From an optimization exercise on the open Yosys and OpenROAD flow, aimed at small area, a short achievable clock period and few clock cycles per item; shortcuts taken in it are not production practice.
In this exercise RTL edits were held to simulation tests only and were not proved equivalent to the original.

==> inputs of v15 <==
## rs_dec
module rs_dec (
    input  wire       clk,
    input  wire       rst,           
    input  wire       in_valid,
    output wire       in_ready,
    input  wire [7:0] in_data,
    input  wire [7:0] in_n,          
    input  wire [3:0] in_t,          
    output reg        err_valid,
    output reg  [7:0] err_pos,
    output reg  [7:0] err_val,
    output reg        done,
    output reg  [7:0] bstat
);
==> flow/config.mk <==
export PLATFORM = sky130hd
export DESIGN_NAME = rs_dec
export DESIGN_NICKNAME = rs_dec
export VERILOG_FILES = /design/flow/design.v
export SDC_FILE = /design/flow/constraint.sdc
export NUM_CORES = 4
export LEC_CHECK = 0
export CAP_MARGIN = 20
export CORE_MARGIN = 2
export CORE_UTILIZATION = 40
export CTS_BUF_LIST = sky130_fd_sc_hd__clkbuf_4 sky130_fd_sc_hd__clkbuf_8
export SETUP_SLACK_MARGIN = 5
export SLEW_MARGIN = 20
==> flow/constraint.sdc <==
create_clock -name core_clock -period 10.0 [get_ports {clk}]
set_input_delay 2.0000 -clock core_clock [delete_from_list [all_inputs] [get_ports {clk}]]
set_output_delay 2.0000 -clock core_clock [all_outputs]
set_load 0.01 [all_outputs]
run.sh (not shown) runs the stock make flow with config.mk's settings and CLKGATE_MAP_FILE= SYNTH_SCRIPT=/design/flow/synth_recipe.tcl, a recipe that flattens the netlist after the stock synthesis.
==> v5 (differences from v15) <==
--- a/flow/design.v
+++ b/flow/design.v
@@ -371,16 +371,18 @@
     reg [7:0] R    [0:NSYN-1];       
     reg [7:0] lam  [1:TMAX];         
     reg [7:0] bx   [1:TMAX];         
     reg [7:0] omg  [0:TMAX-1];       
     reg [7:0] dlt;                   
     reg [4:0] len;                   
     reg [4:0] rc;                    
     reg [3:0] oc;                    
+    reg [TMAX:1] msk;                
+    reg       opbc;                  
     reg [7:0] n2;                    
     reg       rzero;                 
     reg [7:0] ne;                    
     reg [3:0] t2;
     reg [1:0] k2;
     wire [4:0] twot2 = {t2, 1'b0};
     reg        rfull;                
     wire       xfer  = s1_full && !rfull;
@@ -393,27 +395,24 @@
     wire [4:0] twot1 = {t1, 1'b0};
     reg tzero;
     always @(*) begin
         tzero = 1'b1;
         for (i = 0; i < NSYN; i = i + 1)
             if (i < twot1 && T[i] != 8'd0) tzero = 1'b0;
     end
     wire start;
-    wire       upd = (s2 == S2_B);
-    wire       scl = (s2 == S2_C);
     reg [7:0] ma, mb;
     reg [7:0] prod [1:TMAX];
     reg [7:0] dsum;
     always @(*) begin
         dsum = R[0];                 
         for (i = 1; i <= TMAX; i = i + 1) begin
-            ma = (upd || scl) ? dlt :
-                 ((s2 != S2_OM || i <= oc) ? lam[i] : 8'd0);
-            mb = (upd || scl) ? bx[i] : R[i];
+            ma = opbc ? dlt : (msk[i] ? lam[i] : 8'd0);
+            mb = opbc ? bx[i] : R[i];
             prod[i] = gf_mul(ma, mb);
             dsum = dsum ^ prod[i];
         end
     end
     wire       grow  = (dlt != 8'd0) && ({len, 1'b0} <= {1'b0, rc});
     reg [7:0] cc [1:TMAX];           
     reg [7:0] ww [0:TMAX-1];         
     reg       act3;
@@ -474,20 +473,22 @@
         if (xfer) begin
             R[0] <= T[0];
             for (i = 1; i < NSYN; i = i + 1)
                 R[i] <= T[NSYN-i];
             n2    <= n1;
             t2    <= t1;
             rzero <= tzero;
         end
+        opbc <= 1'b0;
         case (s2)
         S2_A: begin
-            dlt <= dsum;
-            s2  <= S2_B;
+            dlt  <= dsum;
+            s2   <= S2_B;
+            opbc <= 1'b1;
         end
         S2_B: begin
             for (i = 1; i <= TMAX; i = i + 1)
                 lam[i] <= lam[i] ^ prod[i];
             bx[1] <= grow ? 8'd1 : 8'd0;
             for (i = 2; i <= TMAX; i = i + 1)
                 bx[i] <= grow ? lam[i-1] : bx[i-1];
             if (grow) begin
@@ -495,33 +496,36 @@
                 dlt  <= gf_inv(dlt);
             end
             for (i = 1; i < NSYN; i = i + 1)
                 R[i] <= R[i-1];
             rc <= rc + 5'd1;
             if (rc == twot2 - 5'd1) begin
                 R[0] <= rtap;
                 oc   <= 4'd0;
+                msk  <= {TMAX{1'b0}};
                 s2   <= S2_OM;
             end else begin
                 R[0] <= R[NSYN-1];
                 s2   <= grow ? S2_C : S2_A;
+                opbc <= grow;
             end
         end
         S2_C: begin
             for (i = 1; i <= TMAX; i = i + 1)
                 bx[i] <= prod[i];
             s2 <= S2_A;
         end
         S2_OM: begin
             omg[oc] <= dsum;
             R[0] <= rtap;
             for (i = 1; i < NSYN; i = i + 1)
                 R[i] <= R[i-1];
             oc  <= oc + 4'd1;
+            msk <= {msk[TMAX-1:1], 1'b1};
             if (len > {1'b0, t2}) begin
                 k2 <= K_FAIL;
                 s2 <= S2_DONE;
             end else if ({1'b0, oc} == len - 5'd1) begin
                 s2 <= S2_DONE;
             end
         end
         S2_DONE: if (hand) s2 <= S2_IDLE;
@@ -532,25 +536,29 @@
             for (i = 1; i <= TMAX; i = i + 1) begin
                 lam[i] <= 8'd0;
                 bx[i]  <= (i == 1) ? 8'd1 : 8'd0;
             end
             for (i = 0; i < TMAX; i = i + 1)
                 omg[i] <= 8'd0;
             len <= 5'd0;
             rc  <= 5'd0;
+            msk <= {TMAX{1'b1}};
             if (rzero) begin
                 k2 <= K_CLEAN;
                 s2 <= S2_DONE;
             end else begin
                 k2 <= K_FIX;
                 s2 <= S2_A;
             end
         end
-        if (rst) s2 <= S2_IDLE;
+        if (rst) begin
+            s2   <= S2_IDLE;
+            opbc <= 1'b0;
+        end
     end
     always @(posedge clk) begin
         for (i = 1; i <= TMAX; i = i + 1)
             cc[i] <= gf_mul(cc[i], gf_apow(i));
         for (i = 0; i < TMAX; i = i + 1)
             ww[i] <= gf_mul(ww[i], gf_apow(i));
         pos3 <= pos3 - 8'd1;
         if (last3) act3 <= 1'b0;
SETUP_SLACK_MARGIN = 4   (was 5)
==> v11 (differences from v15) <==
--- a/flow/design.v
+++ b/flow/design.v
@@ -364,23 +364,24 @@
     localparam S2_IDLE = 3'd0;
     localparam S2_A    = 3'd2;       
     localparam S2_B    = 3'd3;       
     localparam S2_C    = 3'd7;       
     localparam S2_OM   = 3'd5;       
     localparam S2_DONE = 3'd6;
     reg [2:0] s2;
     reg [7:0] R    [0:NSYN-1];       
-    reg [7:0] lam  [1:TMAX];         
-    reg [7:0] bx   [1:TMAX];         
+    reg [7:0] lam  [0:TMAX];         
+    reg [7:0] bx   [0:TMAX];         
     reg [7:0] omg  [0:TMAX-1];       
     reg [7:0] dlt;                   
     reg [4:0] len;                   
     reg [4:0] rc;                    
     reg [3:0] oc;                    
+    reg [15:0] msk;                  
     reg [7:0] n2;                    
     reg       rzero;                 
     reg [7:0] ne;                    
     reg [3:0] t2;
     reg [1:0] k2;
     wire [4:0] twot2 = {t2, 1'b0};
     reg        rfull;                
     wire       xfer  = s1_full && !rfull;
@@ -396,45 +397,44 @@
         tzero = 1'b1;
         for (i = 0; i < NSYN; i = i + 1)
             if (i < twot1 && T[i] != 8'd0) tzero = 1'b0;
     end
     wire start;
     wire       upd = (s2 == S2_B);
     wire       scl = (s2 == S2_C);
     reg [7:0] ma, mb;
-    reg [7:0] prod [1:TMAX];
+    reg [7:0] prod [0:TMAX];
     reg [7:0] dsum;
     always @(*) begin
-        dsum = R[0];                 
-        for (i = 1; i <= TMAX; i = i + 1) begin
-            ma = (upd || scl) ? dlt :
-                 ((s2 != S2_OM || i <= oc) ? lam[i] : 8'd0);
+        dsum = 8'd0;
+        for (i = 0; i <= TMAX; i = i + 1) begin
+            ma = (upd || scl) ? dlt : (msk[i] ? lam[i] : 8'd0);
             mb = (upd || scl) ? bx[i] : R[i];
             prod[i] = gf_mul(ma, mb);
             dsum = dsum ^ prod[i];
         end
     end
     wire       grow  = (dlt != 8'd0) && ({len, 1'b0} <= {1'b0, rc});
-    reg [7:0] cc [1:TMAX];           
+    reg [7:0] cc [0:TMAX];           
     reg [7:0] ww [0:TMAX-1];         
     reg       act3;
     reg [7:0] pos3;
     reg [4:0] L3;
     reg [1:0] k3;
     wire last3   = (pos3 == 8'd0);
     wire s3_free = !act3 || last3;
     wire hand    = (s2 == S2_DONE) && s3_free;
     assign start = rfull && ((s2 == S2_IDLE) || hand);
     reg [7:0] csum, osum, wsum;
     always @(*) begin
-        csum = 8'd1;
+        csum = 8'd0;
         osum = 8'd0;
         wsum = 8'd0;
-        for (i = 1; i <= TMAX; i = i + 1) begin
+        for (i = 0; i <= TMAX; i = i + 1) begin
             csum = csum ^ cc[i];
             if (i % 2 == 1) osum = osum ^ cc[i];
         end
         for (i = 0; i < TMAX; i = i + 1)
             wsum = wsum ^ ww[i];
     end
     wire root = (k3 == K_FIX) && (csum == 8'd0);
     wire       e1_act  = act3;
@@ -480,87 +480,90 @@
             rzero <= tzero;
         end
         case (s2)
         S2_A: begin
             dlt <= dsum;
             s2  <= S2_B;
         end
         S2_B: begin
-            for (i = 1; i <= TMAX; i = i + 1)
+            for (i = 0; i <= TMAX; i = i + 1)
                 lam[i] <= lam[i] ^ prod[i];
-            bx[1] <= grow ? 8'd1 : 8'd0;
-            for (i = 2; i <= TMAX; i = i + 1)
+            bx[0] <= 8'd0;
+            for (i = 1; i <= TMAX; i = i + 1)
                 bx[i] <= grow ? lam[i-1] : bx[i-1];
             if (grow) begin
                 len  <= rc + 5'd1 - len;
                 dlt  <= gf_inv(dlt);
             end
             for (i = 1; i < NSYN; i = i + 1)
                 R[i] <= R[i-1];
             rc <= rc + 5'd1;
             if (rc == twot2 - 5'd1) begin
                 R[0] <= rtap;
                 oc   <= 4'd0;
+                msk  <= 16'h0001;
                 s2   <= S2_OM;
             end else begin
                 R[0] <= R[NSYN-1];
                 s2   <= grow ? S2_C : S2_A;
             end
         end
         S2_C: begin
-            for (i = 1; i <= TMAX; i = i + 1)
+            for (i = 0; i <= TMAX; i = i + 1)
                 bx[i] <= prod[i];
             s2 <= S2_A;
         end
         S2_OM: begin
             omg[oc] <= dsum;
             R[0] <= rtap;
             for (i = 1; i < NSYN; i = i + 1)
                 R[i] <= R[i-1];
+            msk <= {msk[14:0], 1'b1};
             oc  <= oc + 4'd1;
             if (len > {1'b0, t2}) begin
                 k2 <= K_FAIL;
                 s2 <= S2_DONE;
             end else if ({1'b0, oc} == len - 5'd1) begin
                 s2 <= S2_DONE;
             end
         end
         S2_DONE: if (hand) s2 <= S2_IDLE;
         default: s2 <= S2_IDLE;
         endcase
         if (start) begin
             ne <= n2;
-            for (i = 1; i <= TMAX; i = i + 1) begin
-                lam[i] <= 8'd0;
+            for (i = 0; i <= TMAX; i = i + 1) begin
+                lam[i] <= (i == 0) ? 8'd1 : 8'd0;
                 bx[i]  <= (i == 1) ? 8'd1 : 8'd0;
             end
             for (i = 0; i < TMAX; i = i + 1)
                 omg[i] <= 8'd0;
             len <= 5'd0;
             rc  <= 5'd0;
+            msk <= 16'hffff;
             if (rzero) begin
                 k2 <= K_CLEAN;
                 s2 <= S2_DONE;
             end else begin
                 k2 <= K_FIX;
                 s2 <= S2_A;
             end
         end
         if (rst) s2 <= S2_IDLE;
     end
     always @(posedge clk) begin
-        for (i = 1; i <= TMAX; i = i + 1)
+        for (i = 0; i <= TMAX; i = i + 1)
             cc[i] <= gf_mul(cc[i], gf_apow(i));
         for (i = 0; i < TMAX; i = i + 1)
             ww[i] <= gf_mul(ww[i], gf_apow(i));
         pos3 <= pos3 - 8'd1;
         if (last3) act3 <= 1'b0;
         if (hand) begin
-            for (i = 1; i <= TMAX; i = i + 1)
+            for (i = 0; i <= TMAX; i = i + 1)
                 cc[i] <= lam[i];
             for (i = 0; i < TMAX; i = i + 1)
                 ww[i] <= omg[i];
             pos3 <= (k2 == K_FIX) ? ne - 8'd1 : 8'd0;
             L3   <= len;
             k3   <= k2;
             act3 <= 1'b1;
         end
CTS_BUF_LIST = unset   (was sky130_fd_sc_hd__clkbuf_4 sky130_fd_sc_hd__clkbuf_8)
==> comparison <==
- Synthesized area: v5 is lower than v11 (about 1.6%).
- Of v5 and v11, v11 has the higher synthesized cell count (gap 2.0%, measured against v11).
- The highest first-iteration DRC count belongs to v15, the lowest to v5.
- Hold slack is about the same in v15 and v5.
- Of v15 and v11, v11 has the higher sequential share of layout area (gap 1.5 points).
==> figures <==
|  | v11 | v15 | v5 |
|---|---|---|---|
| Run status | no timing/DRC/antenna violations | no timing/DRC/antenna violations | no timing/DRC/antenna violations |
| Routing usage on met3 | 0.0457 | 0.0585 | 0.0381 |
| Starting DRT DRC Count | 6906 | 8381 | 6822 |
| Cell count after placement | 12.2k | 12.1k | 12.0k |
| Root buffer cell | sky130_fd_sc_hd__clkbuf_16 | sky130_fd_sc_hd__clkbuf_8 | sky130_fd_sc_hd__clkbuf_8 |
| Proportion of cell area occupied by registers | 0.302 | 0.287 | 0.325 |
| Number of inserted diodes | 3 | 6 | 8 |
| Layout clock area frac | 0.0492 | 0.0430 | 0.0495 |
| Floorplan die area | 220000 sq um | 220000 sq um | 217000 sq um |
| Smallest setup slack after layout | 4.61 ns | 4.52 ns | 4.13 ns |
| Area of the mapped netlist | 86500 sq um | 86600 sq um | 85200 sq um |
Testbench counts of v15, summed over its fixed seeds: cycles 38,253, blocks 384.
Testbench counts of v5, summed over its fixed seeds: cycles 38,253, blocks 384.
Testbench counts of v11, summed over its fixed seeds: cycles 38,253, blocks 384.

-- what the ideal ports hide --
The results above use ideal ports. As a check the final layouts listed here were re-extracted and re-timed, cells and wires unchanged. Step 1 sets driving cells, clkbuf_16 on the clock port and buf_2 on the other inputs (assumed; they add their load-dependent delay and slew). Step 2 adds t to the input delays and takes it off the output delays; t is the mean of the earliest and latest rising clock arrival at the registers after step 1. Input paths then give back, and output paths get back, about the clock's delay inside the block. Three values: ideal ports, drivers, drivers and shift; two values: the first two.
| run | t (ns) | setup slack, ns | worst setup path after step 2 |
|---|---|---|---|
| v15 | 1.080 | 4.515 / 4.515 / 4.515 | register to register |
| v5 | 1.036 | 4.131 / 4.131 / 4.131 | register to register |
| v11 | 0.899 | 4.606 / 4.606 / 4.606 | register to register |
After both steps every run listed still meets setup and hold.
